This design comes from an exercise in tuning for a short achievable clock period and few clock cycles on the open sky130 flow, not from production work. At most, simulation tests tie the RTL to the original design; equivalence was not proved. No functional check of the RTL was part of runs 4 and 5. Power is estimated from default activity; no workload was simulated.

==> design/flow/design.v <==
module fm_codec (
    input  wire        clk,
    input  wire        rst,
    input  wire        cmd_valid,
    output wire        cmd_ready,
    input  wire [15:0] cmd,
    output wire        rsp_valid,
    input  wire        rsp_ready,
    output wire [1:0]  rsp_type,
    output wire [7:0]  rsp_data
);
    localparam [1:0] RSP_BYTE  = 2'd0;
    localparam [1:0] RSP_END   = 2'd1;
    localparam [1:0] RSP_ERROR = 2'd2;
    localparam [3:0] E_ILLEGAL    = 4'd1;
    localparam [3:0] E_DEM_NOINIT = 4'd2;
    localparam [3:0] E_MOD_SEQ    = 4'd3;
    localparam [3:0] OP_DEM_RESET  = 4'h1;
    localparam [3:0] OP_DEM_FEED   = 4'h2;
    localparam [3:0] OP_DEM_FINISH = 4'h3;
    localparam [3:0] OP_MOD_BEGIN  = 4'h4;
    localparam [3:0] OP_MOD_WORD   = 4'h5;
    localparam [3:0] OP_MOD_END    = 4'h6;
    localparam [3:0] OP_REG_READ   = 4'hA;
    localparam [11:0] SIDE_LEN  = 12'd3125;
    localparam [8:0]  MIN_BLOCK = 9'd256;
    localparam [15:0] SYNC_PAT  = 16'hAAB6;
    reg        dem_init;      
    reg        dem_step2;     
    reg        dem_phase;     
    reg [15:0] dem_hist;      
    reg [2:0]  dem_bcnt;      
    reg [11:0] dem_olen;      
    reg        mod_open;      
    reg [8:0]  mod_cnt;       
    reg        err;           
    reg [3:0]  ecode;         
    wire [7:0] hist_even = {dem_hist[14], dem_hist[12], dem_hist[10], dem_hist[8],
                            dem_hist[6],  dem_hist[4],  dem_hist[2],  dem_hist[0]};
    wire [7:0] hist_odd  = {dem_hist[15], dem_hist[13], dem_hist[11], dem_hist[9],
                            dem_hist[7],  dem_hist[5],  dem_hist[3],  dem_hist[1]};
    wire [7:0] dem_dacc  = dem_phase ? hist_odd  : hist_even;
    wire [7:0] dem_sacc  = dem_phase ? hist_even : hist_odd;
    reg        cmd_rdy_q;
    reg        cq_v;
    reg [15:0] cq;
    wire [3:0] op    = cq[15:12];
    wire [2:0] rsv   = cq[11:9];
    wire       f_bit = cq[8];
    wire [7:0] d     = cq[7:0];
    reg legal;
    always @(*) begin
        case (op)
            OP_DEM_RESET:  legal = (rsv == 3'd0) && (d == 8'd0);
            OP_DEM_FEED:   legal = (rsv == 3'd0) && !f_bit;
            OP_DEM_FINISH: legal = (rsv == 3'd0) && !f_bit && (d == 8'd0);
            OP_MOD_BEGIN:  legal = (rsv == 3'd0) && !f_bit && (d == 8'd0);
            OP_MOD_WORD:   legal = (rsv == 3'd0);
            OP_MOD_END:    legal = (rsv == 3'd0) && !f_bit && (d == 8'd0);
            OP_REG_READ:   legal = (rsv == 3'd0) && !f_bit;
            default:       legal = 1'b0;
        endcase
    end
    reg [15:0] fm_word;
    integer i;
    always @(*) begin
        fm_word = 16'd0;
        for (i = 0; i < 8; i = i + 1) begin
            fm_word[15 - 2*i] = d[i];
            fm_word[14 - 2*i] = 1'b1;
        end
        if (f_bit)
            fm_word[12] = 1'b0;
    end
    reg [31:0] reg_val;
    always @(*) begin
        case (d[3:0])
            4'h0:    reg_val = {24'd0, 1'b0, dem_bcnt, 1'b0, dem_step2, dem_phase, dem_init};
            4'h1:    reg_val = {24'd0, dem_dacc};
            4'h2:    reg_val = {24'd0, dem_sacc};
            4'h3:    reg_val = {20'd0, dem_olen};
            4'h4:    reg_val = {31'd0, mod_open};
            4'h5:    reg_val = {23'd0, mod_cnt};
            4'h9:    reg_val = {24'd0, ecode, 3'd0, err};
            default: reg_val = 32'd0;    
        endcase
    end
    wire [23:0] x1 = {dem_hist, d[0], d[1], d[2], d[3], d[4], d[5], d[6], d[7]};
    wire [19:0] x2 = {dem_hist, d[1], d[3], d[5], d[7]};
    reg  [7:0] m1;
    reg  [3:0] m2;
    reg  [7:0] eb1 [0:7];    
    reg  [7:0] eb2 [0:3];
    integer k, j;
    always @(*) begin
        for (k = 0; k < 8; k = k + 1) begin
            m1[k] = (x1[7-k +: 16] == SYNC_PAT);
            for (j = 0; j < 8; j = j + 1)
                eb1[k][j] = x1[7-k + 2*j];
        end
        for (k = 0; k < 4; k = k + 1) begin
            m2[k] = (x2[3-k +: 16] == SYNC_PAT);
            for (j = 0; j < 8; j = j + 1)
                eb2[k][j] = x2[3-k + 2*j];
        end
    end
    reg        fd_phase;
    reg [2:0]  fd_bcnt;
    reg [1:0]  fd_n;        
    reg [7:0]  fd_b0, fd_b1;
    reg        any_m;
    reg [2:0]  mpos;        
    reg [3:0]  npos;        
    reg        n_ok;        
    reg [7:0]  nbyte;
    always @(*) begin
        npos = {(3'd7 - dem_bcnt), ~dem_phase};
        if (!dem_step2) begin
            any_m = |m1;
            mpos  = 3'd0;
            for (k = 0; k < 8; k = k + 1)
                if (m1[k]) mpos = k;
            nbyte = eb1[npos[2:0]];
            n_ok  = (npos < 4'd8) && (!any_m || (npos[2:0] < mpos));
        end else begin
            any_m = |m2;
            mpos  = 3'd0;
            for (k = 0; k < 4; k = k + 1)
                if (m2[k]) mpos = k;
            nbyte = eb2[npos[1:0]];
            n_ok  = (npos < 4'd4) && (!any_m || (npos[1:0] < mpos[1:0]));
        end
        if (any_m) begin
            fd_phase = ~mpos[0];
            if (!dem_step2) fd_bcnt = {1'b0, (3'd7 - mpos) >> 1};
            else            fd_bcnt = {1'b0, (3'd3 - mpos) >> 1};
        end else begin
            fd_phase = dem_phase;
            fd_bcnt  = dem_bcnt + (dem_step2 ? 3'd2 : 3'd4);
        end
        fd_n  = {1'b0, n_ok} + {1'b0, any_m};
        fd_b0 = n_ok ? nbyte : 8'h06;
        fd_b1 = 8'h06;
    end
    wire [11:0] olen_p1 = dem_olen + 12'd1;
    wire [11:0] olen_p2 = dem_olen + 12'd2;
    reg  [1:0]  fd_out;     
    reg  [11:0] fd_olen;
    always @(*) begin
        if (dem_olen == SIDE_LEN) begin
            fd_out  = 2'd0;
            fd_olen = dem_olen;
        end else if (fd_n == 2'd2 && olen_p1 != SIDE_LEN) begin
            fd_out  = 2'd2;
            fd_olen = olen_p2;
        end else if (fd_n != 2'd0) begin
            fd_out  = 2'd1;
            fd_olen = olen_p1;
        end else begin
            fd_out  = 2'd0;
            fd_olen = dem_olen;
        end
    end
    reg        x_err;
    reg [31:0] x_data;
    reg [2:0]  x_nb;
    reg [11:0] x_pad;
    reg        x_pb;
    reg [3:0]  x_code;
    always @(*) begin
        x_err  = 1'b0;
        x_code = 4'd0;
        x_data = 32'd0;
        x_nb   = 3'd0;
        x_pad  = 12'd0;
        x_pb   = 1'b0;
        if (!legal) begin
            x_err  = 1'b1;
            x_code = E_ILLEGAL;
        end else begin
            case (op)
                OP_DEM_FEED: begin
                    if (!dem_init) begin
                        x_err  = 1'b1;
                        x_code = E_DEM_NOINIT;
                    end else begin
                        x_data = {16'd0, fd_b1, fd_b0};
                        x_nb   = {1'b0, fd_out};
                    end
                end
                OP_DEM_FINISH: begin
                    if (!dem_init) begin
                        x_err  = 1'b1;
                        x_code = E_DEM_NOINIT;
                    end else begin
                        x_pad = SIDE_LEN - dem_olen;
                    end
                end
                OP_MOD_BEGIN: begin
                    if (mod_open) begin
                        x_err  = 1'b1;
                        x_code = E_MOD_SEQ;
                    end
                end
                OP_MOD_WORD: begin
                    if (!mod_open) begin
                        x_err  = 1'b1;
                        x_code = E_MOD_SEQ;
                    end else begin
                        x_data = {16'd0, fm_word};
                        x_nb   = 3'd2;
                    end
                end
                OP_MOD_END: begin
                    if (!mod_open) begin
                        x_err  = 1'b1;
                        x_code = E_MOD_SEQ;
                    end else begin
                        x_pad = {3'd0, MIN_BLOCK - mod_cnt};
                        x_pb  = 1'b1;
                    end
                end
                OP_REG_READ: begin
                    if (d > 8'h09) begin
                        x_err  = 1'b1;
                        x_code = E_ILLEGAL;
                    end else begin
                        x_data = reg_val;
                        x_nb   = 3'd4;
                    end
                end
                default: ;    
            endcase
        end
        if (x_err)
            x_data = {28'd0, x_code};
    end
    localparam DW = 1 + 32 + 3 + 12 + 1;
    reg [DW-1:0] fifo [0:3];
    reg [1:0]    wp, rp;
    reg [2:0]    fcnt;
    wire [DW-1:0] x_desc = {x_err, x_data, x_nb, x_pad, x_pb};
    reg        a_v;
    reg        a_err;
    reg [31:0] a_data;
    reg [2:0]  a_nb;
    reg [11:0] a_pad;
    reg        a_pb;
    reg        r_v;
    reg [1:0]  r_type;
    reg [7:0]  r_data;
    assign cmd_ready = cmd_rdy_q;
    assign rsp_valid = r_v;
    assign rsp_type  = r_type;
    assign rsp_data  = r_data;
    wire adv    = !r_v || rsp_ready;            
    wire a_last = a_err || (a_nb == 3'd0 && a_pad == 12'd0);
    wire f_ne   = (fcnt != 3'd0);
    wire a_take = !a_v || (adv && a_last);      
    wire pop    = a_take && f_ne;
    wire push   = cq_v;
    wire acc    = cmd_valid && cmd_rdy_q;
    reg [1:0] b_type;
    reg [7:0] b_data;
    always @(*) begin
        if (a_err) begin
            b_type = RSP_ERROR;
            b_data = a_data[7:0];
        end else if (a_nb != 3'd0) begin
            b_type = RSP_BYTE;
            b_data = a_data[7:0];
        end else if (a_pad != 12'd0) begin
            b_type = RSP_BYTE;
            b_data = a_pb ? 8'h55 : 8'h00;
        end else begin
            b_type = RSP_END;
            b_data = 8'h00;
        end
    end
    wire [2:0] fcnt_n = fcnt + {2'd0, push} - {2'd0, pop};
    wire       cq_v_n = acc;
    always @(posedge clk) begin
        cq <= cmd;
        if (push)
            fifo[wp] <= x_desc;
    end
    always @(posedge clk) begin
        if (rst) begin
            cmd_rdy_q <= 1'b1;
            cq_v      <= 1'b0;
            wp        <= 2'd0;
            rp        <= 2'd0;
            fcnt      <= 3'd0;
            a_v       <= 1'b0;
            r_v       <= 1'b0;
            dem_init  <= 1'b0;
            dem_step2 <= 1'b0;
            dem_phase <= 1'b0;
            dem_hist  <= 16'd0;
            dem_bcnt  <= 3'd0;
            dem_olen  <= 12'd0;
            mod_open  <= 1'b0;
            mod_cnt   <= 9'd0;
            err       <= 1'b0;
            ecode     <= 4'd0;
        end else begin
            cq_v      <= cq_v_n;
            fcnt      <= fcnt_n;
            cmd_rdy_q <= ({1'b0, fcnt_n} + {3'd0, cq_v_n}) < 4'd4;
            if (push) wp <= wp + 2'd1;
            if (pop)  rp <= rp + 2'd1;
            if (cq_v) begin
                if (x_err) begin
                    if (!err) begin
                        err   <= 1'b1;
                        ecode <= x_code;
                    end
                end else begin
                    case (op)
                        OP_DEM_RESET: begin
                            dem_init  <= 1'b1;
                            dem_step2 <= f_bit;
                            dem_phase <= 1'b0;
                            dem_hist  <= 16'd0;
                            dem_bcnt  <= 3'd0;
                            dem_olen  <= 12'd0;
                        end
                        OP_DEM_FEED: begin
                            dem_phase <= fd_phase;
                            dem_hist  <= dem_step2 ? x2[15:0] : x1[15:0];
                            dem_bcnt  <= fd_bcnt;
                            dem_olen  <= fd_olen;
                        end
                        OP_MOD_BEGIN: begin
                            mod_open <= 1'b1;
                            mod_cnt  <= 9'd0;
                        end
                        OP_MOD_WORD: begin
                            if (mod_cnt < MIN_BLOCK)
                                mod_cnt <= mod_cnt + 9'd2;
                        end
                        OP_MOD_END: begin
                            mod_open <= 1'b0;
                        end
                        default: ;
                    endcase
                end
            end
            if (a_take) begin
                a_v <= f_ne;
                {a_err, a_data, a_nb, a_pad, a_pb} <= fifo[rp];
            end else if (adv) begin
                if (a_nb != 3'd0) begin
                    a_nb   <= a_nb - 3'd1;
                    a_data <= {8'd0, a_data[31:8]};
                end else if (a_pad != 12'd0) begin
                    a_pad  <= a_pad - 12'd1;
                end
            end
            if (adv) begin
                r_v    <= a_v;
                r_type <= b_type;
                r_data <= b_data;
            end
        end
    end
endmodule
==> design/flow/flow/run.sh <==
#!/bin/bash
set -euo pipefail
bash standard.sh finish SETUP_SLACK_MARGIN=11 > standard.log 2>&1
==> design/flow/standard.sh <==
#!/bin/bash
# synth_recipe.tcl (not shown) runs the flow's synth.tcl, then flattens the netlist and writes it again
# the make line also repeats each setting of config.mk as NAME=value (left out here)
make -C /OpenROAD-flow-scripts/flow DESIGN_CONFIG=/design/flow/config.mk WORK_HOME=/design/flow/orfs CLKGATE_MAP_FILE= SYNTH_SCRIPT=/design/flow/synth_recipe.tcl "${@:-finish}"
==> design/flow/config.mk <==
export PLATFORM = sky130hd
export DESIGN_NAME = fm_codec
export DESIGN_NICKNAME = fm_codec
export VERILOG_FILES = /design/flow/design.v
export SDC_FILE = /design/flow/constraint.sdc
export NUM_CORES = 4
export LEC_CHECK = 0
export CAP_MARGIN = 20
export CORE_MARGIN = 2
export CORE_UTILIZATION = 40
export PLACE_DENSITY = 0.6
export SLEW_MARGIN = 20
==> design/flow/constraint.sdc <==
create_clock -name core_clock -period 15.0 [get_ports {clk}]
set_input_delay 3.0000 -clock core_clock [delete_from_list [all_inputs] [get_ports {clk}]]
set_output_delay 3.0000 -clock core_clock [all_outputs]
set_load 0.01 [all_outputs]
==> summary.txt, run 1 <==
Status
The run finished with no timing, DRC or antenna violations.

Place
The placed instances occupy a cell area of around 13,000 um2. Once detailed placement completed, the half-perimeter wirelength came to between 20,000 and 25,000 um. Prior to clock tree synthesis, the placed netlist has a worst setup slack of about 9.3 ns. The final RePlAce weighted congestion is 0.907. The number of port buffers is 31.

GRT
The global-route wire length before repair is around 50,000 um. The initial antenna violation count is 0. The largest net degree at the start of global routing is between 40 and 50. Global routing used about a fifth of the available tracks across all layers. The number of global-route vias before repair was ~8,700. Summed over all layers, the global routing overflow is 0.

Critical path
The worst setup path is captured at a register. The worst register-to-register path begins at a_pad[0]. The data arrival time of the critical path is about 5 ns. The type of the worst setup path is primary input to register. The worst flop-to-flop path endpoint is cmd_rdy_q. In this run the register-to-register setup slack is ~11 ns.

The required time reported for the critical path endpoint is between 15 and 20 ns. For the worst flop-to-flop path, the logic depth is 14. The critical-path maximum fanout is 2. The launching element type of the critical path is a primary input.

Layout
The number of nets at the end of the flow is 1,168. The multi-input logic area is about 5500 um2. Relative to the synthesized area, the layout overhead comes to 13.9%.

In the final layout, the share of cells above drive strength 1 is roughly 16%. The final standard cell area without fillers is ~14,000 um2. The antenna diode instance count is 0. Summing all flip-flop and latch instances after layout gives about 6800 um2. Counting the fill cells in the layout gives between 2,000 and 3,000.

Synthesis
The async set or reset register ratio after synthesis is 0%. The post-synthesis instance area is ~13,000 um2. The most used flip-flop cell after synthesis is edfxtp_1. The net count after synthesis is about 1,200. The biggest area contributor in the post-synthesis netlist is edfxtp_1. The sequential share of the synthesized area is between 50% and 60%.

The count of flip-flops with a built-in enable after synthesis is 175. The number of warning messages in the yosys log is 3. After synthesis, the netlist uses between 80 and 90 different library cells. The number of instances in the synthesized netlist is between 1,000 and 1,500. After synthesis, the cell types taking the most area are edfxtp_1 (42%), dfxtp_1 (12%), mux4_2 (6.3%). Ranked by instance count, the synthesized netlist is headed by edfxtp_1 (175), nand2_1 (104), nor2_1 (89). Each instance of the synthesized netlist takes up on average around 11 um2.

The cell with the most instances after synthesis is edfxtp_1. Summed over its instances, the top area cell type makes up between 40% and 50% of the synthesized netlist area. Counting flops and latches in the post-synthesis netlist gives 250.

STA
The worst pin sits at a relative slew slack of a little over 40%. The number of slew-limit violations in the final report was 0. Setup repair after global routing could not meet its margin everywhere. The count of endpoints failing hold in the final timing report is 0. Static timing analysis puts the maximum clock frequency at approximately 220 MHz. The measured slew at the worst slew-check pin is just under 0.9 ns.

After layout, the worst setup slack is between 10 and 15 ns. The post-layout minimum cycle time is roughly 4.5 ns. Setup violations remaining at the end of the flow were counted as 0.

Summed over all failing endpoints, the final setup total negative slack is 0 ns. Between clock sinks in the finished design, the worst skew comes to approximately 0.011 ns. The final critical path takes up between 20% and 30% of the cycle.

Clock network
The root buffer cell is clkbuf_16. The maximum count of clock buffers along a single path is 3. The number of hold buffers added after CTS is 0.

The clock net in this run drives a total of 250 sinks. CTS built an H-tree with a depth of 1. Counting the buffers created by CTS gives 26. The CTS tree is done. Clock-pin slew was measured on the worst setup and hold paths at about 0.06 ns.

The clock latency reported for the late side of the worst-skew pair is roughly 0.55 ns.

Route
The post-detailed-routing wire length is about 31,000 um. After detailed routing, the average wire length per cell comes to 20.1 um. The pre-antenna-repair detailed-routing pass consisted of 5 iterations. The antenna violation net count after detailed routing is 0. For this run, design rule violations remaining after detail routing come to 0.

Summing over every cut layer, the via total after detailed routing is 8,924. The DRC violation total after the first TritonRoute iteration is 800. In the routed layout, each cell is associated on average with a via count of about 5.8.

Floorplan
The initial core utilization is 40.9%. The initialized floorplan defines 64 standard-cell rows. The number of top-level design ports is 32. The placeable core area is slightly above 30,000 um2. The overall die area is about 33,000 um2. The die boundary height is 181 um. In this run the horizontal extent of the chip is 181 um.

Power and ir drop
In this run the static leakage power is approximately 4.6 nW. The worst voltage drop across the vdd grid is approximately 0.000081 V. The total power per unit cell area is approximately 130 nW/um2.

Min path
The instance count along the most critical hold path is 2. The type of the worst min-delay path is register to register. The startpoint of the worst hold path is ecode[0]. The worst hold path terminates at ecode[0].

Run
The tool flagged a number of max-cap violations equal to 0.
==> stage by stage <==
step	hold slack, ns	total power [mW]	util (%)	std cells
floorplan	0.437	1.09	-	1116
global placement	0.456	1.18	43.1	1486
detailed placement	0.460	1.18	43.1	1486
CTS	0.469	1.88	46.3	1541
global route	0.477	1.94	46.6	1542
finish	0.468	1.85	46.6	1542
==> report_power, final <==
group,internal (mW),total [mW],switching [mW]
sequential,0.820,0.859,0.0385
clock,0.388,0.663,0.275
combinational,0.170,0.330,0.160
==> critical path, stage by stage <==
cell,delay (ns)
buf_6,0.09
nor2b_4,0.14
o21ai_4,0.08
buf_12,0.14
o31a_1,0.11
ha_1,0.27
inv_1,0.04
ha_2,0.17
fa_2,0.35
xnor2_2,0.15
xnor2_1,0.15
nor2_1,0.08
a41oi_1,0.17
==> routing by layer <==
| layer | global-route usage (%) | share of wire (%) | wire [um] |
|---|---|---|---|
| met5 | 0 | 0 | 0 |
| met4 | 5.66 | 2.9 | 913 |
| met3 | 2.66 | 4.7 | 1460 |
| met2 | 30.9 | 47 | 14400 |
| met1 | 26.8 | 46 | 14200 |
==> area by class of cell <==
class	count	area share (%)
clock inverter	15	1.26
inverter	37	0.969
clock buffer	33	4.93
sequential	250	47.2
tap	396	3.46
multi-input combinational	756	38.6
timing repair buffer	55	3.61
==> registers in the layout (all words and copies together) (netlist names), 2 cells and up, named ones only <==
name,flops
fifo,132
a_data,16
cq,16
dem_hist,16
a_pad,12
dem_olen,12
mod_cnt,8
r_data,8
a_nb,3
dem_bcnt,3
fcnt,3
ecode,2
r_type,2
rp,2
wp,2
==> timing repair <==
action | CTS | global route
pin swaps | 5 | 6
gates resized for setup | 63 | 18
buffers inserted | 5 | 1
endpoints found under the setup margin | 92 | 55
gates cloned | 2 | 0
==> how the worst max path moves through the flow <==
stage               from   endpoint  slack [ns]  depth (start not counted)
2_1_floorplan  rsp_ready  cmd_rdy_q       10.32                         11
3_3_place_gp   rsp_ready  cmd_rdy_q        9.31                         11
3_5_place_dp   rsp_ready  cmd_rdy_q        9.25                         11
4_1_cts        rsp_ready  cmd_rdy_q       10.48                         13
5_1_grt        rsp_ready  cmd_rdy_q       10.42                         13
6_report       rsp_ready  cmd_rdy_q       10.53                         13
==> logic make-up (layout without fill, tap and decap cells) <==
family          after synthesis  count (layout)  share of synthesized area [%]
mux                          72              72                           9.44
compound gates              230             230                           12.1
simple gates                393             393                           16.3
flops                       250             250                           53.7
fa+ha+maj                    22              22                           2.25
xor+xnor                     39              39                           2.72
buf+inv                     110             140                           3.47
==> layout by cell type (no fill, tap or decap), types with 7 or more instances in the layout <==
master,synthesis,final
xnor2_1,24,23
o21a_1,8,8
clkdlybuf4s50_1,0,17
o22ai_1,7,7
and2_1,27,26
nor4_1,13,11
and3_1,13,13
edfxtp_1,175,175
dfxtp_2,0,8
or3_1,9,9
nand2b_1,14,14
nand3_1,19,19
a22oi_1,23,23
nand4_1,12,12
o211ai_1,7,7
dfxtp_1,75,67
mux4_2,35,35
nand2_1,104,103
ha_1,21,20
buf_2,4,11
a211oi_1,8,7
nor3_1,21,20
nor2_1,89,87
buf_4,1,19
a21oi_1,40,37
o21ai_0,61,58
inv_1,35,35
xor2_1,15,15
nor2b_1,17,15
a31oi_1,17,16
mux2i_1,14,14
mux2_2,21,21
clkbuf_16,0,26
Testbench counts, summed over its fixed seeds: cycles 139,034.
==> run 2, diff against run 1 <==
==> design/flow/run.sh (new file) <==
#!/bin/bash
# synth_recipe.tcl (not shown) runs the flow's synth.tcl, then flattens the netlist and writes it again
# the make line also repeats each setting of config.mk as NAME=value (left out here)
make -C /OpenROAD-flow-scripts/flow DESIGN_CONFIG=/design/flow/config.mk WORK_HOME=/design/flow/orfs CLKGATE_MAP_FILE= SYNTH_SCRIPT=/design/flow/synth_recipe.tcl finish
removed: design/flow/flow/run.sh
removed: design/flow/standard.sh
==> summary.txt, run 2 <==
Status
The run finished with no timing, DRC or antenna violations.

Synthesis
During synthesis, Yosys emitted a total of 3 warnings. The share of Yosys cell area claimed by the top area cell type is between 40% and 50%. In the post-synthesis netlist, the cell with the most instances is edfxtp_1.

The leading area contributor after synthesis is edfxtp_1. The post-synthesis instance area is between 10,000 and 15,000 um2. The most used flip-flop cell after synthesis is edfxtp_1. In this run, synthesis inferred 175 flip-flops with an integrated enable. By count the netlist is led by edfxtp_1 (175), nand2_1 (104), nor2_1 (89). The sequential share of the synthesized area is ~54%. A synthesized cell averages ~11 um2. When the netlist entered floorplanning its net count stood at roughly 1,200. By area the synthesized netlist is led by edfxtp_1 (42%), dfxtp_1 (12%), mux4_2 (6.3%).

The async set or reset register ratio after synthesis is 0%. In this run, synthesis produced a sequential element count of 250. After technology mapping, the gate count stands at roughly 1,100.

The number of distinct library cells after synthesis is 81.

GRT
For this run the aggregate overflow at the end of global routing stands at 0. Entering global routing, the biggest net connects 49 pins. Global routing used between 10% and 20% of the available tracks. The number of global-route vias before repair came to ~8,500. The initial antenna violation count is 0. The first global-routing pass estimated about 48,000 um of wire.

Route
Dividing the detail-routed via count by the number of cells gives between 5 and 6. The detail route stage leaves a number of antenna-violating nets equal to 0. The total vias in the final route is a little under 9,000. For this run, design rule violations remaining after detail routing come to 0. The first routing iteration left ~870 violations.

The number of iterations in the first detailed-routing pass is 5. The mean routed wirelength per cell is 19.8 um. The final layout contains routed wiring with a total length of approximately 30,000 um.

Place
The pre-CTS setup slack is between 9 and 10 ns. The wire-length estimate of the detail-placed layout is roughly 20,000 um. The congestion estimate from routability-driven global placement came to about 0.9. The number of port buffers is 31.

Layout
The layout cell share with drive strength beyond 1 is a little under an eighth. The area overhead of the layout relative to synthesis is 11.7%. 0 antenna diodes ended up in the layout. The flip-flop count of the largest register, all copies and words added is ~130. At the end of the flow the core is filled with cells to roughly 46%. Leaving out fill and tap cells, the most frequent cell in the layout is edfxtp_1. The top cell types in the final layout, fill and taps aside, are edfxtp_1 (175), nand2_1 (104), nor2_1 (89). Ranked by flip-flop count, first place goes to fifo. The net count of the finished layout is around 1,200.

STA
The headroom to the max-slew limit is 33.1%. The final cycle utilization of the critical path is roughly 36%. Setup violations remaining at the end of the flow were counted as 0. Setup repair after global routing left no endpoint under its margin. Across the routed clock network, the largest skew measured is roughly 0.023 ns. The fmax is between 150 and 200 MHz. The post-route worst hold slack is between 0.4 and 0.5 ns. The count of endpoints failing hold in the final timing report is 0. The post-layout minimum cycle time is ~5.3 ns. The number of slew-limit violations in the final report came to 0. The measured slew at the worst slew-check pin is between 0.9 and 1 ns. In the final timing run, aggregate negative setup slack is 0 ns. The setup slack after layout is 9.67 ns.

Clock network
The number of hold buffers added after CTS is 0. For this design, the sink count on the clock tree is 250. The number of buffers inserted by post-CTS setup repair is 0. The maximum count of clock buffers along a single path is 3. TritonCTS built the clock tree. In this run the number of H-tree levels came out at 1. At the later pin of the worst-skew pair, clock insertion delay measures between 0.5 and 0.6 ns. The number of instances resized during post-cts repair is 0. The tree is rooted in a clkbuf_16. In this run, CTS created clock tree buffers numbering 26. After clock tree synthesis, the clock-pin slew on the worst setup and hold paths is about 0.060 ns.

Critical path
The critical path goes through clkdlybuf4s50_1 > nor2b_1 > o21ai_4 > buf_4 > o31a_1 > ha_1 > inv_1 > ha_1 > fa_1 > xnor2_1 > xnor2_1 > nor2_1 > a41oi_1. For the worst setup path, the data arrival time is approximately 5.8 ns. The largest incremental delay on the critical path is about 0.40 ns.

The worst setup path is captured at a register. For the worst flop-to-flop path, the logic depth is 10. The type of the worst setup path is primary input to register. On the critical path, the stage with the largest delay is an instance of clkdlybuf4s50_1. STA classifies the critical path startpoint as a primary input. The critical-path maximum fanout is 48. The required time reported for the critical path endpoint is between 15 and 20 ns.

Floorplan
The die width is 181 um. The overall die area is around 33,000 um2. 32 I/O pins were placed. The initial utilization of the core area, before any placement, comes to ~41%. The count of standard-cell rows is 64. The placeable core area is a little over 30,000 um2. From bottom edge to top edge, the die measures approximately 180 um.

Power and ir drop
IR analysis of the VDD net gives a maximum drop of slightly above 0.00008 V. In this run the static leakage power is 4.49 nW. The total power per unit cell area is 127 nW/um2.

Run
The number of maximum-capacitance constraint violations is 0.

Min path
The tightest min-delay check is of the register to register type. The worst hold path was traced through 2 stages.
## run 2: cell counts after synthesis
Identical to the previous run, type by type.
## run 2: kinds of logic (layout without fill, tap and decap cells)
logic type               count (synthesis)  after routing  synth area share (%)
AO/OA/AOI/OAI                          230            230                  12.1
XOR/XNOR                                39             39                  2.72
adder cells (fa/ha/maj)                 22             22                  2.25
buffers and inverters                  110            130                  3.47
flip-flops                             250            250                  53.7
multiplexers                            72             72                  9.44
AND/OR/NAND/NOR                        393            393                  16.3
## run 2: cell type report
cell class / count / area, um2
Fill cell: 2848 / 16700
Sequential cell: 250 / 6760
Multi-Input combinational cell: 756 / 5420
Clock buffer: 35 / 714
Tap cell: 396 / 495
Timing Repair Buffer: 45 / 410
Inverter: 37 / 139
Clock inverter: 13 / 113
## run 2: critical path: cells and delay by family
family	cells	cell delay, ns
buffers and inverters	3	0.72
XOR/XNOR	2	0.35
AND/OR/NAND/NOR	2	0.39
AO/OA/AOI/OAI	3	0.45
adder cells (fa/ha/maj)	3	0.85
## run 2: final timing paths
check / startpoint / end / slack (ns)
setup / recovery: rsp_ready / cmd_rdy_q / 9.67
hold / removal: ecode[0] / ecode[0] / 0.47
setup reg to reg: cq[3] / fifo[0][13] / 10.39
hold reg to reg: ecode[0] / ecode[0] / 0.47
## run 2: metrics by stage
stage / total power, mW / area, um2 / std cells
final: 1.78 / 14000 / 1532
after global routing: 1.86 / 14000 / 1532
after CTS: 1.80 / 14000 / 1532
after detailed placement: 1.18 / 13200 / 1484
after global placement: 1.17 / 13200 / 1484
after floorplan: 1.09 / 12600 / 1116
## run 2: routing by layer
metal	share of wire, %	vias up	wire [um]	GRT usage, %
li1	-	4207	-	-
met1	46	4277	14000	26.5
met2	46	292	14100	29.9
met3	5.3	47	1600	2.22
met4	2.4	0	717	5.04
met5	0	-	0	0
## run 2: where the power goes
group / leakage [nW] / switching, mW / internal, mW / total [mW]
sequential: 2.15 / 0.0440 / 0.820 / 0.864
clock: 0.408 / 0.265 / 0.354 / 0.618
combinational: 1.93 / 0.146 / 0.149 / 0.296
==> run 3, diff against run 2 <==
--- a/design/flow/config.mk
+++ b/design/flow/config.mk
@@ -5,8 +5,10 @@
 export SDC_FILE = /design/flow/constraint.sdc
 export NUM_CORES = 4
 export LEC_CHECK = 0
-export CAP_MARGIN = 20
+export ABC_CLOCK_PERIOD_IN_PS = 3000
+export CAP_MARGIN = 60
 export CORE_MARGIN = 2
 export CORE_UTILIZATION = 40
 export PLACE_DENSITY = 0.6
-export SLEW_MARGIN = 20
+export SETUP_SLACK_MARGIN = 5
+export SLEW_MARGIN = 60
==> summary.txt, run 3 <==
Status
The flow ran to the end and the layout has no timing, DRC or antenna violations.

GRT
The largest net degree at the start of global routing is between 40 and 50. The global-route usage over all layers is a little under a fifth. The global-route wire length before repair is roughly 49,000 um.

The number of global-route vias before repair is between 8,000 and 9,000. The initial antenna violation count was 0. Summed over all layers, the global routing overflow is 0.

STA
Setup repair after global routing left no endpoint under its margin. In the finished design, the share of the clock period the worst path needs comes to a little over a third. The measured slew at the worst slew-check pin is between 0.5 and 0.6 ns. The count of endpoints failing hold in the final timing report is 0. Based on the critical path, the design can be clocked at up to around 190 MHz. For the final routed database, the setup TNS stands at 0 ns. The post-layout minimum cycle time is roughly 5.4 ns. The number of slew-limit violations in the final report came to 0. Measured against its own limit, the worst slew margin works out to roughly three fifths. Setup violations remaining at the end of the flow were counted as 0. The clock arrives with ~0.014 ns of skew.

Route
For this run, the detailed router's first-pass iteration total came to 8. The count of nets left with antenna violations once routing finished came out at 0. The total vias in the final route is around 9,000. The routed design has around 30,000 um of wire.

After the first detailed-routing iteration, the DRC count stood at about 850. The DRC violation count after routing is 0. The mean routed wirelength per cell is between 15 and 20 um. The via-per-instance ratio is 5.77.

Floorplan
The initialized floorplan defines 64 standard-cell rows. The number of top-level design ports is 32. The die is between 150 and 200 um wide. The placeable core area is ~31,000 um2. The die covers between 30,000 and 40,000 um2. The initial utilization of the core area, before any placement, comes to between 40% and 50%. The die boundary height is around 180 um.

Critical path
STA classifies the critical path endpoint as a register. The data arrival time of the critical path is just under 6 ns. The slowest library cell on the worst path is clkdlybuf4s50_1.

The launching element type of the critical path is a primary input. Of all nets on the critical path, the largest fanout is 48. The signal on the critical path passes through clkdlybuf4s50_1 > nor2b_1 > o21ai_4 > buf_4 > o31a_1 > ha_1 > inv_1 > ha_1 > fa_1 > xnor2_1 > xnor2_1 > nor2_1 > a41oi_1.

At the worst endpoint, the required time is 15.46 ns. For this run, the slowest stage of the critical path takes 0.40 ns. The critical path is of the primary input to register type.

Synthesis
The post-synthesis register bit count is 250. Ranked by total cell area, the synthesized netlist is headed by edfxtp_1 (42%), dfxtp_1 (12%), mux4_2 (6.3%). The commonest cells after synthesis are edfxtp_1 (175), nand2_1 (104), nor2_1 (89). The synthesized design spends more area on one cell type than any other, namely edfxtp_1. A synthesized cell averages around 11 um2.

The share of synthesized area in the top cell type comes to 41.8%. The number of different library cells used by synthesis comes to ~80. For this run, the number of Yosys warnings is 3. The leading register cell type out of synthesis is edfxtp_1.

The count of flip-flops with a built-in enable after synthesis is around 180. In this run the cell area of the synthesized design comes to approximately 13,000 um2. The sequential share of the synthesized area is 53.7%. Synthesis produced a netlist whose cell count is 1,116.

After synthesis, the share of flip-flops with an asynchronous set or reset is 0%. The cell with the most instances after synthesis is edfxtp_1. When the netlist entered floorplanning its net count stood at approximately 1,200.

Layout
The antenna diode instance count is 0. The post-route netlist has 13.3% of its cells at a drive strength greater than 1. The flip-flop count of the largest register, all copies and words added is 132. The area overhead of the layout relative to synthesis is 13.1%. In the final design database the tool counted between 1,000 and 1,500 nets.

Leaving out fill and tap cells, the most frequent cell in the layout is edfxtp_1. The library cells used most frequently in the layout, excluding fill and tap cells, are edfxtp_1 (175), nand2_1 (104), nor2_1 (88). Fill cells in the final layout number between 2,000 and 3,000. The register with the most flip-flops in the final layout is fifo. The post-route non-filler standard cell count is between 1,500 and 2,000.

Power and ir drop
The total net switching power is 0.461 mW. Of the total power, combinational logic draws 16.2%. Net switching is 25.0% of the power. The worst voltage drop across the vdd grid is between 0.00007 and 0.00008 V. The cell leakage power is 4.55 nW.

The internal power of the cells totals around 1.4 mW. The total power per unit cell area is ~130 nW/um2. Total power for the finished layout comes to approximately 1.8 mW. Of the total power, registers draw a little under half. The clock share of power is between 30% and 40%.

Min path
The type of the worst min-delay path is register to register.

Place
The final RePlAce weighted congestion is between 0.9 and 1. Input and output buffers added on the ports amount to 31. The HPWL reported at the end of detailed placement is 20,400 um. The number of placed instances, taps included, is roughly 1,500.

Clock network
In this run, CTS created clock tree buffers numbering 26. The clock transition at the registers of the reported paths is about 0.06 ns. At the later pin of the worst-skew pair, clock insertion delay measures roughly 0.54 ns. The CTS tree is done. For this design, the sink count on the clock tree is 250.

The tree is rooted in a clkbuf_16. The number of buffers inserted by post-CTS setup repair is 0. Once the clock tree was built, the resizer swapped 0 gates to a different size. The maximum count of clock buffers along a single path is 3. CTS built an H-tree with a depth of 1.

The number of hold buffers added after CTS is 0.

Run
The number of maximum-capacitance constraint violations is 0.
==> run 3: critical path: cells and delay by family <==
kind | cells | cell delay, ns
adder cells (fa/ha/maj) | 3 | 0.85
buffers and inverters | 3 | 0.72
AO/OA/AOI/OAI | 3 | 0.46
AND/OR/NAND/NOR | 2 | 0.43
XOR/XNOR | 2 | 0.34
==> run 3: worst paths after layout <==
kind	to	slack, ns	start	cells after the start
max	cmd_rdy_q	9.63	rsp_ready	13
min	ecode[0]	0.47	ecode[0]	2
max reg2reg	fifo[0][16]	10.74	dem_hist[8]	15
min reg2reg	ecode[0]	0.47	ecode[0]	2
==> run 3: cell type report <==
cell class                      count  area (um2)  area share, %
Clock buffer                       32         673           4.73
Clock inverter                     16         234           1.64
Inverter                           37         139          0.976
Multi-Input combinational cell    756        5480           38.5
Sequential cell                   250        6770           47.5
Tap cell                          396         495           3.48
Timing Repair Buffer               48         440           3.09
==> run 3: layer usage <==
metal  wire length (um)  share of wire, %  track usage (%)  vias up
met2              14300                47             29.9      252
met1              13800                45             26.1     4343
li1                   -                 -                -     4210
met5                  0                 0                0        -
met3               1500               4.9             2.52       57
met4                825               2.7             5.79        0
==> run 3: metrics by stage <==
stage | hold slack (ns) | setup slack (ns) | utilization, % | cell area [um2]
floorplan | 0.437 | 10.06 | - | 12600
global placement | 0.457 | 9.18 | 43.0 | 13200
detailed placement | 0.468 | 9.10 | 43.2 | 13300
CTS | 0.476 | 9.63 | 46.2 | 14200
global route | 0.495 | 9.36 | 46.3 | 14200
finish | 0.474 | 9.63 | 46.3 | 14200
==> run 3: power by group through the flow <==
stage,clock [mW],sequential [mW],combinational (mW)
2_1_floorplan,0,0.861,0.225
4_1_cts,0.694,0.865,0.304
5_1_grt,0.721,0.873,0.333
6_report,0.679,0.865,0.299
3_5_place_dp,0,0.880,0.301
3_3_place_gp,0,0.877,0.293
==> run 3: cells by family after synthesis <==
family / share of synthesized area, %
XOR/XNOR: 2.72
flip-flops: 53.7
buffers and inverters: 3.47
adder cells (fa/ha/maj): 2.25
AO/OA/AOI/OAI: 12.1
AND/OR/NAND/NOR: 16.3
multiplexers: 9.44
==> run 4, diff against run 3 <==
--- a/design/flow/design.v
+++ b/design/flow/design.v
@@ -235,12 +235,15 @@
         if (x_err)
             x_data = {28'd0, x_code};
     end
-    localparam DW = 1 + 32 + 3 + 12 + 1;
+    wire x_one = x_err || (x_nb == 3'd0 && x_pad == 12'd0);
+    localparam DW = 1 + 1 + 32 + 3 + 12 + 1;
     reg [DW-1:0] fifo [0:3];
     reg [1:0]    wp, rp;
-    reg [2:0]    fcnt;
-    wire [DW-1:0] x_desc = {x_err, x_data, x_nb, x_pad, x_pb};
+    reg [3:0]    fth;       
+    reg [3:0]    cth;       
+    wire [DW-1:0] x_desc = {x_one, x_err, x_data, x_nb, x_pad, x_pb};
     reg        a_v;
+    reg        a_last;      
     reg        a_err;
     reg [31:0] a_data;
     reg [2:0]  a_nb;
@@ -254,8 +257,7 @@
     assign rsp_type  = r_type;
     assign rsp_data  = r_data;
     wire adv    = !r_v || rsp_ready;            
-    wire a_last = a_err || (a_nb == 3'd0 && a_pad == 12'd0);
-    wire f_ne   = (fcnt != 3'd0);
+    wire f_ne   = fth[0];
     wire a_take = !a_v || (adv && a_last);      
     wire pop    = a_take && f_ne;
     wire push   = cq_v;
@@ -277,8 +279,15 @@
             b_data = 8'h00;
         end
     end
-    wire [2:0] fcnt_n = fcnt + {2'd0, push} - {2'd0, pop};
-    wire       cq_v_n = acc;
+    wire [2:0]  s_nb   = (a_nb != 3'd0) ? a_nb - 3'd1 : a_nb;
+    wire [11:0] s_pad  = (a_nb == 3'd0) ? a_pad - 12'd1 : a_pad;
+    wire        s_last = (a_nb == 3'd0) ? (a_pad == 12'd1)
+                                        : (a_nb == 3'd1 && a_pad == 12'd0);
+    wire [3:0] fth_up = {fth[2:0], 1'b1};
+    wire [3:0] fth_dn = {1'b0, fth[3:1]};
+    wire [3:0] cth_up = {cth[2:0], 1'b1};
+    wire [3:0] cth_dn = {1'b0, cth[3:1]};
+    wire [3:0] cth_n  = (acc && !pop) ? cth_up : (!acc && pop) ? cth_dn : cth;
     always @(posedge clk) begin
         cq <= cmd;
         if (push)
@@ -290,7 +299,8 @@
             cq_v      <= 1'b0;
             wp        <= 2'd0;
             rp        <= 2'd0;
-            fcnt      <= 3'd0;
+            fth       <= 4'd0;
+            cth       <= 4'd0;
             a_v       <= 1'b0;
             r_v       <= 1'b0;
             dem_init  <= 1'b0;
@@ -304,9 +314,13 @@
             err       <= 1'b0;
             ecode     <= 4'd0;
         end else begin
-            cq_v      <= cq_v_n;
-            fcnt      <= fcnt_n;
-            cmd_rdy_q <= ({1'b0, fcnt_n} + {3'd0, cq_v_n}) < 4'd4;
+            cq_v      <= acc;
+            cth       <= cth_n;
+            cmd_rdy_q <= !cth_n[3];
+            if (push && !pop)
+                fth <= fth_up;
+            else if (!push && pop)
+                fth <= fth_dn;
             if (push) wp <= wp + 2'd1;
             if (pop)  rp <= rp + 2'd1;
             if (cq_v) begin
@@ -348,14 +362,13 @@
             end
             if (a_take) begin
                 a_v <= f_ne;
-                {a_err, a_data, a_nb, a_pad, a_pb} <= fifo[rp];
+                {a_last, a_err, a_data, a_nb, a_pad, a_pb} <= fifo[rp];
             end else if (adv) begin
-                if (a_nb != 3'd0) begin
-                    a_nb   <= a_nb - 3'd1;
+                a_last <= s_last;
+                a_nb   <= s_nb;
+                a_pad  <= s_pad;
+                if (a_nb != 3'd0)
                     a_data <= {8'd0, a_data[31:8]};
-                end else if (a_pad != 12'd0) begin
-                    a_pad  <= a_pad - 12'd1;
-                end
             end
             if (adv) begin
                 r_v    <= a_v;
==> design/flow/flow/run.sh (new file) <==
#!/bin/bash
set -euo pipefail
bash standard.sh finish SETUP_SLACK_MARGIN=12.5 > standard.log 2>&1
==> design/flow/standard.sh (new file) <==
#!/bin/bash
# synth_recipe.tcl (not shown) runs the flow's synth.tcl, then flattens the netlist and writes it again
# the make line also repeats each setting of config.mk as NAME=value (left out here)
make -C /OpenROAD-flow-scripts/flow DESIGN_CONFIG=/design/flow/config.mk WORK_HOME=/design/flow/orfs CLKGATE_MAP_FILE= SYNTH_SCRIPT=/design/flow/synth_recipe.tcl "${@:-finish}"
==> design/flow/config.mk (replaced) <==
export PLATFORM = sky130hd
export DESIGN_NAME = fm_codec
export DESIGN_NICKNAME = fm_codec
export VERILOG_FILES = /design/flow/design.v
export SDC_FILE = /design/flow/constraint.sdc
export NUM_CORES = 4
export LEC_CHECK = 0
export CAP_MARGIN = 20
export CORE_MARGIN = 2
export CORE_UTILIZATION = 40
export PLACE_DENSITY = 0.6
export SLEW_MARGIN = 20
removed: design/flow/run.sh
==> summary.txt, run 4 <==
Power and ir drop
The cell leakage power is around 6 nW. Dividing total power by cell area gives a power density of 98.5 nW/um2. VDD sags by at most about 0.00009 V. Power comes to about 1.7 mW.

Critical path
The beginning of the worst register-to-register path is dem_hist[7]. The count of buffering cells on the critical path with inverters included is 1. The type of the worst setup path is register to output port. The cell type group with the largest total delay on the critical path is flip-flops. In this run the worst path has a maximum fanout of 1. The largest incremental delay on the critical path is 0.36 ns. Tracing the worst setup path back leads to its startpoint at r_type[1]. The required time reported for the critical path endpoint is roughly 12 ns. The critical path goes through buf_2. STA classifies the critical path endpoint as an output port. The data arrival time of the critical path is around 1.1 ns. For flop-to-flop paths, the worst setup slack is 11.48 ns. The slowest stage of the critical path is the edfxtp_1 cell.

The worst setup path is launched from a register.

Synthesis
The synthesized area per cell is roughly 11 um2. The count of flip-flops with a built-in enable after synthesis is between 150 and 200. The async set or reset register ratio after synthesis is 0%. The number of warning messages in the yosys log is 3. The cell with the most instances after synthesis is edfxtp_1. The sequential share of the synthesized area is 54.3%. The post-synthesis register bit count is 260. Of the post-synthesis cell area, the dominant cell type holds a little over two fifths. The number of instances in the synthesized netlist is between 1,000 and 1,500. By area the synthesized netlist is led by edfxtp_1 (42%), dfxtp_1 (12%), mux4_2 (6.1%). The leading register cell type out of synthesis is edfxtp_1. Synthesis produced a netlist with a net count of 1,198.

The commonest cells after synthesis are edfxtp_1 (180), nor2_1 (136), nand2_1 (101). The post-synthesis instance area is 12,900 um2. The number of distinct library cells after synthesis is 79. Summed over all instances, the cell type with the most area after synthesis is edfxtp_1.

Clock network
The clock sink total is 260. Clock latency on the worst-skew pair, taken at its later pin, is 0.59 ns. TritonCTS built the clock tree. In this run the number of H-tree levels came out at 1. The clock transition at the registers of the reported paths is 0.06 ns. The maximum count of clock buffers along a single path is 3. The root buffer cell is clkbuf_16. The number of clock buffers inserted by TritonCTS is 29.

Layout
At the end of the flow, the number of nets in the layout was 1,314. The flip-flop count of the largest register, all copies and words added is about 140. The library cells used most frequently in the layout, excluding fill and tap cells, are edfxtp_1 (180), nor2_1 (80), nand2_1 (73).

The area overhead of the layout relative to synthesis is 34.3%. The register with the most flip-flops in the final layout is fifo. In the final layout, the share of cells above drive strength 1 is about 39%. The finished cells cover 17,300 um2.

The repair_antennas step left the layout with diodes totalling 0. Leaving out fill and tap cells, the most frequent cell in the layout is edfxtp_1.

STA
The headroom to the max-slew limit is a little under 30%. The measured slew at the worst slew-check pin is approximately 1.1 ns. The count of endpoints failing hold in the final timing report is 0. On the final layout, the worst clock skew is a little over 0.03 ns. Dividing the final minimum period by the clock period gives 27.1%. The worst path needs between 4 and 5 ns of the cycle, external delays included. The number of slew-limit violations in the final report is 0.

The setup slack after layout is between 10 and 15 ns. The tightest hold path in the finished design has a slack of roughly 0.46 ns. The number of setup violations in the final report is 0. Setup repair after global routing could not meet its margin everywhere. In the final timing run, aggregate negative setup slack is 0 ns. The fmax is approximately 250 MHz.

Place
The wire-length estimate of the detail-placed layout is between 20,000 and 25,000 um. The placement-stage cell area is roughly 14,000 um2. The pre-CTS setup slack is between 9 and 10 ns. The number of port buffers is 31. Routability-driven placement finished with a final weighted congestion of 0.897.

Route
The detailed router finished its first iteration with roughly 730 violations. After detailed routing, the average wire length per cell comes to ~21 um. In the routed design, unresolved DRC markers number 0. The detail route stage leaves a number of antenna-violating nets equal to 0. For this run, the detailed router's first-pass iteration total came to 5. The post-detailed-routing wire length is roughly 36,000 um. Across all layers, the routed design uses 9,751 vias. The via-per-instance ratio is between 5 and 6.

GRT
Entering global routing, the biggest net connects between 40 and 50 pins. The initial antenna violation count is 0. Global routing consumed, over all layers together, 21.0% of the routing resources. Global routing used approximately 3.4% of the available met3 tracks. Global routing consumed, on the met1 layer, a little over a quarter of the routing resources.

The most utilized layer in the global route result is met2. The first global-routing pass estimated ~55,000 um of wire. The met2 usage in global routing is about a third. The number of global-route vias before repair is around 9,700.

The residual overflow from global routing is 0.

Floorplan
The die width is roughly 180 um. In this run the core area contains 65 standard-cell rows. The die is ~180 um tall.

The placeable core area is approximately 32,000 um2. The number of top-level design ports is 32. The die covers 33,700 um2. Once the floorplan was initialized, standard cells occupied between 40% and 50% of the core.

Run
The tool flagged a number of max-cap violations equal to 0.

Status
The run finished with no timing, DRC or antenna violations.

Min path
The type of the worst min-delay path is register to register. The startpoint identified for the worst hold timing path is a_err.
-- run 4: changes by cell type after synthesis, sizes merged, moves of 11 or more --
cell   change
nor2      +46
a21oi     +28
o21ai     -17
nor2b     -11
-- run 4: cell type report --
type                            count  area (um2)
Clock buffer                       34         744
Clock inverter                     20         324
Fill cell                        2560       14300
Inverter                           29         114
Multi-Input combinational cell    795        6880
Sequential cell                   260        7070
Tap cell                          402         503
Timing Repair Buffer              154        1680
-- run 4: metal layers --
| layer | share of wire (%) | up-vias | routed length, um |
|---|---|---|---|
| met3 | 6.0 | 98 | 2120 |
| met1 | 42 | 4756 | 14900 |
| met5 | 0 | - | 0 |
| met2 | 49 | 344 | 17300 |
| li1 | - | 4553 | - |
| met4 | 3.4 | 0 | 1210 |
-- run 4: logic make-up after synthesis --
group | share of synthesized area [%]
simple gates | 16.0
compound gates | 12.4
flops | 54.3
fa+ha+maj | 2.43
mux | 9.11
buf+inv | 3.17
xor+xnor | 2.58
-- run 4: timing repair --
action,4_1_cts,5_1_grt
setup buffers,81,20
endpoints found under the setup margin,304,288
cloned,18,0
pin swaps,49,69
hold buffers,0,0
gates resized for setup,335,151
-- run 4: path summary, 6_finish.rpt --
check                 to  cells past startpoint
max          rsp_type[1]                      1
min            r_type[1]                      0
max reg2reg  dem_olen[9]                     13
min reg2reg    r_type[1]                      0
-- run 4: worst reg2reg max path, delay by kind of cell, from the launching register on --
family	cells	cell delay (ns)
compound gates	6	1.09
fa+ha+maj	1	0.21
flops	1	0.34
simple gates	6	1.85
-- run 4: through the flow --
stage,utilization [%],cells
2_1_floorplan,-,1153
3_5_place_dp,43.6,1521
5_1_grt,54.7,1694
4_1_cts,52.3,1674
3_3_place_gp,43.6,1521
6_report,54.7,1694
-- run 4: report_power, final --
part / internal [mW] / total (mW) / switching (mW)
clock network: 0.495 / 0.792 / 0.297
registers: 0.783 / 0.798 / 0.0157
logic: 0.0560 / 0.116 / 0.0599
==> run 5, diff against run 4 <==
==> design/flow/flow/run.sh (replaced) <==
#!/bin/bash
set -euo pipefail
bash standard.sh finish SETUP_SLACK_MARGIN=11 > standard.log 2>&1
==> summary.txt, run 5 <==
Critical path
The largest incremental delay on the critical path is ~0.36 ns. The cell type group with the largest total delay on the critical path is flip-flops. In this run the worst setup path begins at r_type[1]. The type of the worst setup path is register to output port.

The slowest library cell on the worst path is edfxtp_1. In this run the critical register-to-register path is launched from dem_hist[7]. Counting cells, the worst reg-to-reg path comes to 13. The worst setup path is launched from a register. The total stage count of the critical path is 1. The data arrival time of the critical path is around 1.1 ns. The critical-path maximum fanout is 1. The setup slack of the most critical reg-to-reg path is around 11 ns. At the worst endpoint, the required time is about 12 ns. Walking the worst path, the cells encountered are buf_2.

The count of buffering cells on the critical path with inverters included is 1. The endpoint identified for the worst register-to-register timing path is fifo[0][49]. STA classifies the critical path endpoint as an output port.

Synthesis
The post-synthesis register bit count is 260. The number of warning messages in the yosys log is 3. The biggest area contributor in the post-synthesis netlist is edfxtp_1. In the post-synthesis netlist, the biggest area contributors are edfxtp_1 (42%), dfxtp_1 (12%), mux4_2 (6.1%). The average instance in the mapped netlist occupies 11.2 um2.

The share of cell area taken by muxes after synthesis is approximately 9%. Yosys mapped a number of flops with a built-in enable equal to 180. The adder and majority gate portion of the synthesized area is approximately 2.4%.

The commonest cells after synthesis are edfxtp_1 (180), nor2_1 (136), nand2_1 (101). The post-synthesis instance area is ~13,000 um2. The async set or reset register ratio after synthesis is 0%. In the synthesized netlist, the number of instances is ~1,200. edfxtp_1 is the most common cell in the netlist. After Yosys synthesis, and, or, nand and nor cells account for approximately 16% of the synthesized area. The combinational family with the most area after synthesis is simple AND/OR/NAND/NOR gates. In this run the biggest area consumer among cell types represents 41.9% of the synthesized area.

The sequential share of the synthesized area is a little over half. Summing the areas of all xor and xnor instances in the mapped netlist gives around 2.6% of the synthesized area. The number of distinct library cells after synthesis is 79.

The synthesized netlist devotes between 10% and 20% of its cell area to compound gates. The most used flip-flop cell after synthesis is edfxtp_1. When the netlist entered floorplanning its net count stood at 1,198.

Min path
The hold path endpoint is r_type[1]. The instance count along the most critical hold path is 0. The type of the worst min-delay path is register to register. The worst hold path begins at a_err.

Floorplan
The die boundary height is between 150 and 200 um. During I/O placement, the number of pins put on the boundary was 32. The floorplan step set the die width to about 180 um. The placeable core area is 31,600 um2. The initial core utilization is 40.8%.

The initialized floorplan defines 65 standard-cell rows. The overall die area is around 34,000 um2.

Status
The flow ran to the end and the layout has no timing, DRC or antenna violations.

Route
The antenna violation net count after detailed routing is 0. In the routed layout, each cell is associated on average with a via count of ~5.6. The DRC violation count after routing is 0.

The detailed router placed around 8,900 vias in this run. After detailed routing, the average wire length per cell comes to 18.9 um. After the first detailed-routing iteration, the DRC count stood at 638. The first TritonRoute pass finished after 5 iterations. The final layout contains routed wiring with a total length of 30,000 um.

Clock network
CTS placed an instance of clkbuf_16 at the clock tree root. In this run, CTS created clock tree buffers numbering 28. The deepest level of the CTS H-tree is 1. CTS saw 260 sinks. No sink is reached through more buffers than the 3 on the longest clock path. The number of hold buffers added after CTS is 0. At the later pin of the worst-skew pair, clock insertion delay measures roughly 0.56 ns. Clock-pin slew was measured on the worst setup and hold paths at about 0.060 ns. The CTS tree is done.

STA
The number of setup violations in the final report is 0. The setup slack after layout is around 11 ns. The final cycle utilization of the critical path is 27.0%. The number of slew-limit violations in the final report is 0. Setup repair after global routing could not meet its margin everywhere. The measured slew at the worst slew-check pin is ~1.0 ns.

The worst path in the final design needs a cycle of 4.05 ns, including I/O delays and setup. Hold timing on the final database bottoms out at a slack of 0.487 ns. The count of endpoints failing hold in the final timing report is 0. On the final layout, the worst clock skew is roughly 0.013 ns. Derived from the worst setup path, the maximum achievable clock frequency is roughly 250 MHz. The headroom to the max-slew limit is a little under a third. Setup total negative slack on the finished layout was measured at 0 ns.

GRT
Global routing consumed, on the met2 layer, between 20% and 30% of the routing resources. After global routing the overflow that remains totals 0. The number of global-route vias before repair is a little under 9,000. The initial antenna violation count is 0. After global routing, the most crowded layer is met2. Entering global routing, the biggest net connects 53 pins. The first global-routing pass estimated roughly 49,000 um of wire. The met3 usage is under 10%. Global routing used 18.0% of the available tracks across all layers. Global routing consumed, on the met1 layer, between 20 and 30% of the routing resources.

Layout
The flip-flop count of the largest register, all copies and words added is ~140. The filler cells instantiated in the layout total between 2,000 and 3,000. Relative to the synthesized area, the layout overhead comes to 14.4%. Cells fill about 47% of the core in the end. The antenna diode instance count is 0.

In the final layout, the share of cells above drive strength 1 is between 15 and 20%. In the layout the commonest cells are edfxtp_1 (180), nor2_1 (132), nand2_1 (98). The sequential standard cell area is roughly 7000 um2. The most common library cell in the layout ignoring fill and taps is edfxtp_1. For this run, the post-layout net count is ~1,200. The multi-input logic area is ~5700 um2. Ranked by flip-flop count, first place goes to fifo.

Run
The number of maximum-capacitance constraint violations is 0.

Place
The HPWL after detailed placement is just under 20,000 um. The pre-CTS setup slack is a little under 10 ns. The number of port buffers is 31. The final RePlAce weighted congestion is approximately 0.9.

Power and ir drop
The cell leakage power is 4.96 nW. For this design the ratio of total power to cell area is 108 nW/um2. The sum of internal, switching and leakage power is approximately 1.6 mW. The worst voltage drop across the vdd grid is a little under 0.00009 V.
[run 5: logic make-up after synthesis]
kind of cell | Yosys count
simple gates | 412
flops | 260
compound gates | 241
buf+inv | 106
mux | 71
xor+xnor | 38
fa+ha+maj | 25
[run 5: layout make-up]
type | instances | share of cell area (%)
clock inverter | 17 | 1.70
inverter | 29 | 0.755
multi-input combinational | 789 | 38.7
sequential | 260 | 47.6
timing repair buffer | 54 | 2.97
tap | 402 | 3.41
clock buffer | 33 | 4.88
[run 5: stage by stage]
step           instance area [um2]  std cells
6_report                     14800       1584
5_1_grt                      14800       1584
4_1_cts                      14700       1581
3_5_place_dp                 13600       1524
3_3_place_gp                 13600       1524
2_1_floorplan                13000       1153
[run 5: repair_timing]
item	4_1_cts	5_1_grt
resized for setup	78	12
endpoints found under the hold margin	0	0
gates cloned	2	0
setup endpoints to repair	121	49
pin swaps	0	3
setup buffers	5	3
[run 5: power breakdown]
part | switching, mW | total [mW] | internal (mW)
logic | 0.0419 | 0.0756 | 0.0337
clock network | 0.287 | 0.720 | 0.433
registers | 0.0139 | 0.798 | 0.784
total | 0.343 | 1.59 | 1.25
[run 5: per-layer routing]
metal,part of all wire (%),up-vias
met2,47,225
met1,46,4354
li1,-,4313
met5,0,-
met4,2.2,0
met3,4.6,44
[run 5: worst max path at each step]
stage                   to  slack (ns)
2_1_floorplan    cmd_rdy_q       10.72
3_3_place_gp    a_data[15]        9.71
3_5_place_dp    a_data[15]        9.65
4_1_cts        rsp_data[2]       10.91
5_1_grt        rsp_data[4]       10.89
6_report       rsp_type[1]       10.95
==> run 6, diff against run 5 <==
--- a/design/flow/design.v
+++ b/design/flow/design.v
@@ -249,16 +249,20 @@
     reg [2:0]  a_nb;
     reg [11:0] a_pad;
     reg        a_pb;
-    reg        r_v;
+    reg        r_v;         
     reg [1:0]  r_type;
     reg [7:0]  r_data;
+    reg        q_v;         
+    reg [1:0]  q_type;
+    reg [7:0]  q_data;
     assign cmd_ready = cmd_rdy_q;
     assign rsp_valid = r_v;
     assign rsp_type  = r_type;
     assign rsp_data  = r_data;
     wire adv    = !r_v || rsp_ready;            
+    wire prod   = !q_v;                         
     wire f_ne   = fth[0];
-    wire a_take = !a_v || (adv && a_last);      
+    wire a_take = !a_v || (prod && a_last);     
     wire pop    = a_take && f_ne;
     wire push   = cq_v;
     wire acc    = cmd_valid && cmd_rdy_q;
@@ -279,15 +283,17 @@
             b_data = 8'h00;
         end
     end
+    wire b_v = a_v && prod;
     wire [2:0]  s_nb   = (a_nb != 3'd0) ? a_nb - 3'd1 : a_nb;
     wire [11:0] s_pad  = (a_nb == 3'd0) ? a_pad - 12'd1 : a_pad;
     wire        s_last = (a_nb == 3'd0) ? (a_pad == 12'd1)
                                         : (a_nb == 3'd1 && a_pad == 12'd0);
     wire [3:0] fth_up = {fth[2:0], 1'b1};
     wire [3:0] fth_dn = {1'b0, fth[3:1]};
-    wire [3:0] cth_up = {cth[2:0], 1'b1};
-    wire [3:0] cth_dn = {1'b0, cth[3:1]};
-    wire [3:0] cth_n  = (acc && !pop) ? cth_up : (!acc && pop) ? cth_dn : cth;
+    wire rdy_acc   = pop ? !cth[3] : !cth[2];
+    wire rdy_noacc = pop ? 1'b1    : !cth[3];
+    wire [3:0] cth_acc   = pop ? cth : {cth[2:0], 1'b1};
+    wire [3:0] cth_noacc = pop ? {1'b0, cth[3:1]} : cth;
     always @(posedge clk) begin
         cq <= cmd;
         if (push)
@@ -303,6 +309,7 @@
             cth       <= 4'd0;
             a_v       <= 1'b0;
             r_v       <= 1'b0;
+            q_v       <= 1'b0;
             dem_init  <= 1'b0;
             dem_step2 <= 1'b0;
             dem_phase <= 1'b0;
@@ -315,8 +322,8 @@
             ecode     <= 4'd0;
         end else begin
             cq_v      <= acc;
-            cth       <= cth_n;
-            cmd_rdy_q <= !cth_n[3];
+            cth       <= acc ? cth_acc : cth_noacc;
+            cmd_rdy_q <= acc ? rdy_acc : rdy_noacc;
             if (push && !pop)
                 fth <= fth_up;
             else if (!push && pop)
@@ -363,7 +370,7 @@
             if (a_take) begin
                 a_v <= f_ne;
                 {a_last, a_err, a_data, a_nb, a_pad, a_pb} <= fifo[rp];
-            end else if (adv) begin
+            end else if (prod) begin
                 a_last <= s_last;
                 a_nb   <= s_nb;
                 a_pad  <= s_pad;
@@ -371,9 +378,16 @@
                     a_data <= {8'd0, a_data[31:8]};
             end
             if (adv) begin
-                r_v    <= a_v;
-                r_type <= b_type;
-                r_data <= b_data;
+                r_v    <= q_v ? 1'b1   : b_v;
+                r_type <= q_v ? q_type : b_type;
+                r_data <= q_v ? q_data : b_data;
+                q_v    <= 1'b0;
+            end else if (!q_v) begin
+                q_v    <= b_v;
+            end
+            if (!q_v) begin
+                q_type <= b_type;
+                q_data <= b_data;
             end
         end
     end
==> design/flow/flow/run.sh (replaced) <==
#!/bin/bash
set -euo pipefail
bash standard.sh finish SETUP_SLACK_MARGIN=12.5 > standard.log 2>&1
--- a/design/flow/config.mk
+++ b/design/flow/config.mk
@@ -7,6 +7,6 @@
 export LEC_CHECK = 0
 export CAP_MARGIN = 20
 export CORE_MARGIN = 2
-export CORE_UTILIZATION = 40
-export PLACE_DENSITY = 0.6
+export CORE_UTILIZATION = 65
+export PLACE_DENSITY = 0.8
 export SLEW_MARGIN = 20
==> summary.txt, run 6 <==
STA
Setup repair after global routing could not meet its margin everywhere. The final critical path takes up a little over a quarter of the cycle. After layout, the minimum clock period comes to about 4 ns. The worst clock skew on the final layout is between 0.015 and 0.02 ns. The number of setup violations in the final report is 0. The total negative setup slack is 0 ns. The number of slew-limit violations in the final report is 0. The count of endpoints failing hold in the final timing report is 0. The fmax is approximately 250 MHz. For the pin with the worst max-slew slack, the measured transition is between 0.7 and 0.8 ns. Headroom to the max-slew limit came out at between 40% and 50%.

Place
The placement-stage cell area is between 10,000 and 15,000 um2. The final RePlAce weighted congestion is between 0.9 and 1. The HPWL reported at the end of detailed placement is 20,400 um.

In this run the tool buffered the top-level ports with 31 buffer cells.

Min path
The type of the worst min-delay path is register to register. The startpoint of the worst hold path is cth[1]. The worst hold path was traced through 2 stages.

The hold path endpoint is cth[0].

Floorplan
After floorplanning, the core was divided into 52 placement rows. The number of top-level design ports is 32. The die is 148 um wide. The die boundary height is 148 um. After floorplanning, the core was sized to cover approximately 20,000 um2. The overall die area is 22,000 um2.

The initial core utilization is around two thirds.

Layout
The flip-flop count of the largest register, all copies and words added is about 140. Ranked by flip-flop count, first place goes to fifo. With fillers left out, the area of the finished cells amounts to between 15,000 and 20,000 um2. Cells with a size suffix above 1 make up 32.9% of the layout. The number of nets at the end of the flow is between 1,000 and 1,500. Cells fill 86.0% of the core in the end. The library cells used most frequently in the layout, excluding fill and tap cells, are edfxtp_1 (190), nand2_1 (120), nor2_1 (84). The area overhead of the layout relative to synthesis is 29.2%. The number of inserted filler cells in the final layout is 910. 0 antenna diodes ended up in the layout. The library cell used most frequently in the layout, excluding fill and tap cells, is edfxtp_1.

Synthesis
The async set or reset register ratio after synthesis is 0%. After synthesis, the netlist uses 86 different library cells. The sequential share of the synthesized area is between 50 and 60%. Counting flops and latches in the post-synthesis netlist gives between 200 and 300. The synthesized area per cell is between 10 and 15 um2.

The synthesized design devotes to its leading area cell type between 40% and 50% of total area. In the synthesized netlist the dominant register cell turns out to be edfxtp_1. In the synthesized netlist, the cells that appear most often are edfxtp_1 (190), nor2_1 (131), nand2_1 (127). Sorting the synthesized cells by area gives the leading types as edfxtp_1 (42%), dfxtp_1 (12%), mux4_2 (6.0%). The net count after synthesis is roughly 1,300. The post-synthesis instance area is approximately 14,000 um2. The cell with the most instances after synthesis is edfxtp_1. The number of warning messages in the yosys log is 3. Synthesis produced 1,212 cells.

The count of flip-flops with a built-in enable after synthesis is between 150 and 200. The largest total area in the synthesized netlist belongs to edfxtp_1.

Critical path
For the worst setup path, the data required time is around 12 ns. In this design, the stage delay of the slowest critical-path cell is 0.36 ns. The launching element type of the critical path is a register.

The data arrival time of the critical path is 1.06 ns. STA classifies the critical path endpoint as an output port. In this run the register-to-register setup slack is 11.38 ns. In this run the critical register-to-register path is launched from dem_hist[9].

The type of the worst setup path is register to output port. Together, buffers and inverters on the worst path number 1. The worst flop-to-flop path endpoint is fifo[0][19]. The critical-path maximum fanout is 1. The number of cells on the worst reg-to-reg path is 16. The cell type group with the largest total delay on the critical path is flip-flops. The signal on the critical path passes through buf_2.

For this design, the slowest cell found on the critical path is edfxtp_1.

GRT
The first global-routing pass estimated around 60,000 um of wire. The global-route usage over all layers is between 30% and 40%. The initial antenna violation count is 0. The residual overflow from global routing is 0. The largest net degree at the start of global routing is 52. The number of global-route vias before repair is 10,500.

Route
Routed signal wires occupy layers up through met4. The DRC violation count after routing is 0. The routed layout has approximately 12,000 vias. For this block, the initial DRC count from the detailed router was between 2,000 and 2,500. After detailed routing, the met3 layer carries approximately 5000 um of wire.

The pre-antenna-repair detailed-routing pass consisted of 8 iterations. The antenna violation net count after detailed routing is 0. The met2 layer wire length in the routed design is approximately 21,000 um. The via-per-instance ratio is between 7 and 8. The mean routed wirelength per cell is between 20 and 30 um. The post-route met1 wirelength is 14,800 um.

For this block, the routed nets add up to around 44,000 um of wire.

Power and ir drop
The analysis attributes to cell leakage a power of approximately 5.8 nW. Across the VDD grid, the largest voltage drop is 0.000104 V. The total power per unit cell area is 107 nW/um2.

Clock network
After clock tree synthesis, the clock-pin slew on the worst setup and hold paths is about 0.07 ns. In this run the number of H-tree levels came out at 1. The CTS tree is done.

Clock tree synthesis found a total of ~270 sinks. The number of hold buffers added after CTS is 0. In this run, CTS created clock tree buffers numbering 28.

The longest clock path from root to sink contains 3 buffers. The clock latency reported for the late side of the worst-skew pair is 0.57 ns. CTS placed an instance of clkbuf_16 at the clock tree root.

Status
The run finished with no timing, DRC or antenna violations.

Run
The number of maximum-capacitance constraint violations is 0.
==> run 6: worst max path at each step <==
stage | slack (ns) | cells past startpoint | end | startpoint
final | 10.94 | 1 | rsp_type[1] | r_type[1]
after global routing | 10.90 | 1 | rsp_type[1] | r_type[1]
after CTS | 10.92 | 1 | rsp_type[1] | r_type[1]
after detailed placement | 10.41 | 5 | a_data[15] | rst
after global placement | 10.46 | 5 | a_data[13] | rst
after floorplan | 11.03 | 4 | a_data[0] | rst
==> run 6: tightest hold or removal path: cells and delay by family (launching register included) <==
family	cells	cell delay, ns
flops	1	0.34
buf+inv	1	0.08
compound gates	1	0.06
==> run 6: final cells by class <==
class | instances | area (um2) | area share (%)
clock buffers | 33 | 761 | 4.36
clock inverters | 19 | 282 | 1.61
inverters | 30 | 129 | 0.738
multi-input cells | 824 | 6740 | 38.6
flip-flops and latches | 271 | 7410 | 42.4
well taps | 270 | 338 | 1.94
repair buffers | 158 | 1800 | 10.3
==> run 6: kinds of logic after synthesis <==
family / count (synthesis) / share of synthesized area, %
buffers and inverters: 118 / 3.66
xor gates and xnor gates: 36 / 2.33
adders and majority gates: 22 / 2.04
and+or+nand+nor: 442 / 17.0
AOI/OAI and AO/OA: 248 / 11.9
DFF: 271 / 54.2
muxes: 75 / 8.93
==> run 6: metal layers <==
metal,up-vias,GRT usage [%]
li1,4712,-
met1,5474,47.1
met2,1038,62.6
met3,281,5.28
met4,0,15.6
met5,-,0
==> run 6: report_power, final <==
part	total, mW	switching, mW	leakage [nW]	internal, mW
clock network	0.797	0.314	0.502	0.483
registers	0.859	0.0248	2.33	0.835
logic	0.205	0.109	2.97	0.0961
total	1.86	0.447	5.80	1.41
==> run 6: metrics by stage <==
step	setup WS (ns)	power, mW	instances	hold WS (ns)
after CTS	10.92	1.82	1574	0.490
final	10.94	1.86	1605	0.527
after floorplan	11.03	0.971	1212	0.445
after global placement	10.46	1.01	1445	0.458
after global routing	10.90	1.90	1605	0.544
after detailed placement	10.41	1.01	1445	0.472
==> run 6: what timing repair did <==
item	in CTS	in global routing
gates resized for setup	318	125
pin swaps	71	40
cloned	12	0
hold endpoints to repair	0	0
buffers inserted	65	31
endpoints found under the setup margin	287	236
Testbench counts of run 6, summed over its fixed seeds: cycles 139,034.

Setup slack of run 6, layout unchanged: 10.936 ns with ideal ports, 10.890 ns with driving cells assumed (clock clkbuf_16, inputs buf_2), 10.843 ns with port delays also shifted by the 0.609 ns mid clock arrival.
